Background: an optimization exercise with open tools, aiming at small area, a short achievable clock period and few clock cycles per item. Do not read the settings as production practice.
Only simulation tests tie the RTL to the original design; equivalence was not proved.
No activity file was given, so power comes from the tool's default toggle rates.

// can_frame_parser
module can_frame_parser (
    input  wire        clk,
    input  wire        rst,
    input  wire        in_valid,
    output wire        in_ready,
    input  wire [10:0] in_id,
    input  wire [3:0]  in_dlc,
    input  wire [63:0] in_data,
    output wire        rd_valid,
    input  wire        rd_ready,
    output wire        rd_last,
    output wire [7:0]  rd_field,
    output reg  [1:0]  rd_kind,
    output wire [16:0] rd_raw,
    output reg  [1:0]  rd_scale,
    output wire [55:0] rd_text,
    output wire [2:0]  rd_textlen,
    output wire        tx_valid,
    output wire [10:0] tx_id,
    output wire [3:0]  tx_dlc,
    output wire [63:0] tx_data,
    output wire        done,
    output reg  [5:0]  fault_bits,
    output wire [15:0] fault_count
);
    localparam [1:0] SEL_IDLE = 2'd0, SEL_A = 2'd1, SEL_B = 2'd2, SEL_C = 2'd3;
    localparam [1:0] K_NUM = 2'd0, K_ONOFF = 2'd1, K_LABEL = 2'd2, K_TEXT = 2'd3;
    localparam [4:0] P_NONE = 5'd0, P_282 = 5'd1, P_381 = 5'd2, P_382 = 5'd3,
                     P_481 = 5'd4, P_A1 = 5'd6, P_A3 = 5'd7,
                     P_B1 = 5'd8, P_C2 = 5'd9, P_C4 = 5'd10, P_C5 = 5'd11,
                     P_C6 = 5'd12, P_C8 = 5'd13, P_C9 = 5'd14, P_C14 = 5'd15,
                     P_OS0 = 5'd16;   
    reg [1:0]  sel;
    reg [3:0]  line;           
    reg        upload;
    reg        carry_valid;
    reg [7:0]  carry_byte;     
    reg [15:0] fc;
    assign fault_count = fc;
    reg        em;             
    reg        zd;             
    reg        eml;            
    reg        skip1;          
    reg        txp;            
    reg [1:0]  tx_code;
    reg        cst;            
    reg [2:0]  tlen;
    reg [55:0] dat;            
  ...
Size: roughly 0.0090 mm2 of cells after synthesis.
==> flow/config.mk <==
export PLATFORM = sky130hd
export DESIGN_NAME = can_frame_parser
export DESIGN_NICKNAME = can_frame_parser
export VERILOG_FILES = /design/flow/design.v
export SDC_FILE = /design/flow/constraint.sdc
export NUM_CORES = 4
export LEC_CHECK = 0
export CAP_MARGIN = 20
export CORE_MARGIN = 2
export CORE_UTILIZATION = 35
export CTS_BUF_LIST = sky130_fd_sc_hd__clkbuf_8
export CTS_CLUSTER_DIAMETER = 150
export CTS_CLUSTER_SIZE = 40
export PLACE_DENSITY = 0.6
export SETUP_SLACK_MARGIN = 2.0
export SLEW_MARGIN = 20
==> flow/constraint.sdc <==
create_clock -name core_clock -period 6.0 [get_ports {clk}]
set_input_delay 1.2000 -clock core_clock [delete_from_list [all_inputs] [get_ports {clk}]]
set_output_delay 1.2000 -clock core_clock [all_outputs]
set_load 0.01 [all_outputs]
standard.sh (not shown) runs the stock make flow with config.mk's settings and CLKGATE_MAP_FILE= SYNTH_SCRIPT=/design/flow/synth_recipe.tcl, a recipe that flattens the netlist after the stock synthesis.
==> flow/flow/run.sh <==
#!/bin/bash
# Standard ORFS layout with fast port buffers and free cell resizing:
#  - ports are buffered with buf_2 instead of the default delay-buffer cell
#  - the resizer may swap a cell for any cell of the same function
#    (MATCH_CELL_FOOTPRINT=0), not only same-footprint ones.
set -euo pipefail
bash standard.sh MATCH_CELL_FOOTPRINT=0 \
  "BUFFER_PORTS_ARGS=-buffer_cell sky130_fd_sc_hd__buf_2" \
  finish > standard.log 2>&1
Testbench counts at the start, summed over its fixed seeds: cycles 35,159, frames 20,000.
Rerun with:
Settings changed: CTS_BUF_LIST sky130_fd_sc_hd__clkbuf_8 to not set, CTS_CLUSTER_DIAMETER 150 to not set, CTS_CLUSTER_SIZE 40 to not set.
=>
- The changed run completed without violations
- area after synthesis is unchanged
- combinational power is about the same
- final cell count stays the same
- global-route usage is higher by 0.10 points
Rerun with:
--- a/flow/flow/run.sh
+++ b/flow/flow/run.sh
@@ -3 +3 @@
-#  - ports are buffered with buf_2 instead of the default delay-buffer cell
+#  - ports are buffered with buf_1 instead of the default delay-buffer cell
@@ -8 +8 @@
-  "BUFFER_PORTS_ARGS=-buffer_cell sky130_fd_sc_hd__buf_2" \
+  "BUFFER_PORTS_ARGS=-buffer_cell sky130_fd_sc_hd__buf_1" \
Total power grows slightly.
Setup slack gets worse by 0.015 ns.
Routed wire length is about the same.
Combinational power is lower by a little under a tenth.
Design area shrinks by a few percent.
Hold slack degrades by 0.0043 ns.
Via count shrinks slightly.
Critical path depth stays the same.

* * *

## MS
can_frame_parser, a different RTL version from the one above (not shown whole).
Size in the first run: ~140 flip-flops, roughly 8500 um2 of cells after synthesis.
## can_frame_parser
module can_frame_parser (
    input  wire        clk,
    input  wire        rst,
    input  wire        in_valid,
    output wire        in_ready,
    input  wire [10:0] in_id,
    input  wire [3:0]  in_dlc,
    input  wire [63:0] in_data,
    output wire        rd_valid,
    input  wire        rd_ready,
    output wire        rd_last,
    output wire [7:0]  rd_field,
    output wire [1:0]  rd_kind,
    output wire [16:0] rd_raw,
    output wire [1:0]  rd_scale,
    output wire [55:0] rd_text,
    output wire [2:0]  rd_textlen,
    output wire        tx_valid,
    output wire [10:0] tx_id,
    output wire [3:0]  tx_dlc,
    output wire [63:0] tx_data,
    output wire        done,
    output reg  [5:0]  fault_bits,
    output wire [15:0] fault_count
);
    localparam [1:0] SEL_IDLE = 2'd0, SEL_A = 2'd1, SEL_B = 2'd2, SEL_C = 2'd3;
    localparam [1:0] K_NUM = 2'd0, K_ONOFF = 2'd1, K_LABEL = 2'd2, K_TEXT = 2'd3;
    localparam [4:0] P_NONE = 5'd0, P_282 = 5'd1, P_381 = 5'd2, P_382 = 5'd3,
                     P_481 = 5'd4, P_A1 = 5'd6, P_A3 = 5'd7,
                     P_B1 = 5'd8, P_C2 = 5'd9, P_C4 = 5'd10, P_C5 = 5'd11,
                     P_C6 = 5'd12, P_C8 = 5'd13, P_C9 = 5'd14, P_C14 = 5'd15,
                     P_OS0 = 5'd16;   
    reg [1:0]  sel;
    reg [3:0]  line;           
    reg        upload;
    reg        carry_valid;
    reg [7:0]  carry_byte;     
    reg [15:0] fc;             
    reg        fpend;          
    reg [3:0]  fc_g;           
    wire        fc_inc = fpend && !(&fc_g);
    wire [3:0]  fc_ci  = {fc_inc && fc_g[0] && fc_g[1] && fc_g[2],
                          fc_inc && fc_g[0] && fc_g[1], fc_inc && fc_g[0], fc_inc};
    reg  [15:0] fc_cy;
    integer     n;
    always @* begin
        for (n = 0; n < 4; n = n + 1)
            fc_cy[4*n +: 4] = {4{fc_ci[n]}} & {&fc[4*n +: 3], &fc[4*n +: 2], fc[4*n], 1'b1};
    end
    assign fault_count = fc ^ fc_cy;
    reg        em;             
    reg        zd;             
    reg        eml;            
    reg        skip1;          
    reg        txp;            
    reg [1:0]  tx_code;
    reg        cst;            
    reg [2:0]  tlen;
    reg [55:0] dat;            
  ...
==> flow/config.mk <==
export PLATFORM = sky130hd
export DESIGN_NAME = can_frame_parser
export DESIGN_NICKNAME = can_frame_parser
export VERILOG_FILES = /design/flow/design.v
export SDC_FILE = /design/flow/constraint.sdc
export NUM_CORES = 4
export LEC_CHECK = 0
export CAP_MARGIN = 20
export CORE_MARGIN = 2
export CORE_UTILIZATION = 45
export CTS_BUF_LIST = sky130_fd_sc_hd__clkbuf_8
export CTS_CLUSTER_DIAMETER = 150
export CTS_CLUSTER_SIZE = 40
export PLACE_DENSITY = 0.75
export SETUP_SLACK_MARGIN = 2.5
export SLEW_MARGIN = 20
==> flow/constraint.sdc <==
create_clock -name core_clock -period 6.0 [get_ports {clk}]
set_input_delay 1.2000 -clock core_clock [delete_from_list [all_inputs] [get_ports {clk}]]
set_output_delay 1.2000 -clock core_clock [all_outputs]
set_load 0.01 [all_outputs]
==> flow/flow/run.sh <==
#!/bin/bash
# Standard ORFS layout with fast port buffers and free cell resizing:
#  - ports are buffered with buf_1 instead of the default delay-buffer cell
#  - the resizer may swap a cell for any cell of the same function
#    (MATCH_CELL_FOOTPRINT=0), not only same-footprint ones.
set -euo pipefail
bash standard.sh MATCH_CELL_FOOTPRINT=0 \
  "BUFFER_PORTS_ARGS=-buffer_cell sky130_fd_sc_hd__buf_1" \
  finish > standard.log 2>&1
Testbench counts of MS, summed over its fixed seeds: cycles 35,159, frames 20,000.
### MS -> JK
- CORE_UTILIZATION now 35, was 45
- PLACE_DENSITY now 0.6, was 0.75
Results
- JK finished every stage and its layout cleared the timing, design-rule and antenna checks.
- JK does better than MS on top achievable clock speed.
- Going from MS to JK, switching part of the total went down; core utilization went down; delay of the slowest critical-path stage went up; weighted congestion at the end of routability-driven global placement went down.
- Against MS, the final cell area of JK is higher.
- Of the two values seen for highest-delay cell along the critical path, edfxtp_1 was produced by JK and a222oi_1 by MS.
- JK vs MS — net switching power dropped slightly
- Row global-route wire length before repair: JK higher / MS lower
- The non-clock buffer count of JK is lower than that of MS.

## what the ideal ports hide
The results above use ideal ports. As a check the final layouts listed here were re-extracted and re-timed, cells and wires unchanged.
Step 1, drivers: a clkbuf_16 drives clk and a buf_2 each remaining input, both assumed.
Step 2 moves the port delays by t, midway between the first and last clock arrival at a register: inputs arrive t later, outputs are due t later. That takes back most of the time a late clock gives input paths.
Slacks: ideal / step 1 / step 2; pairs: ideal / step 1.
run	t (ns)	setup slack, ns	worst hold slack (ns)
the first run of note 1	0.491	2.326 / 2.283 / 1.973	0.506 / 0.506 / 0.506
the second run of note 1	0.472	2.365 / 2.318 / 1.934	0.485 / 0.485 / 0.485
the third run of note 1	0.469	2.350 / 2.302 / 1.893	0.480 / 0.480 / 0.480
MS	0.496	2.540 / 2.502 / 2.133	0.499 / 0.499 / 0.499
JK	0.486	2.580 / 2.543 / 2.162	0.517 / 0.517 / 0.517
After both steps setup and hold are still met in every run listed. For the third run of note 1, which loses most, drivers alone change the setup slack by -0.048 ns; drivers and shift together by -0.457 ns.
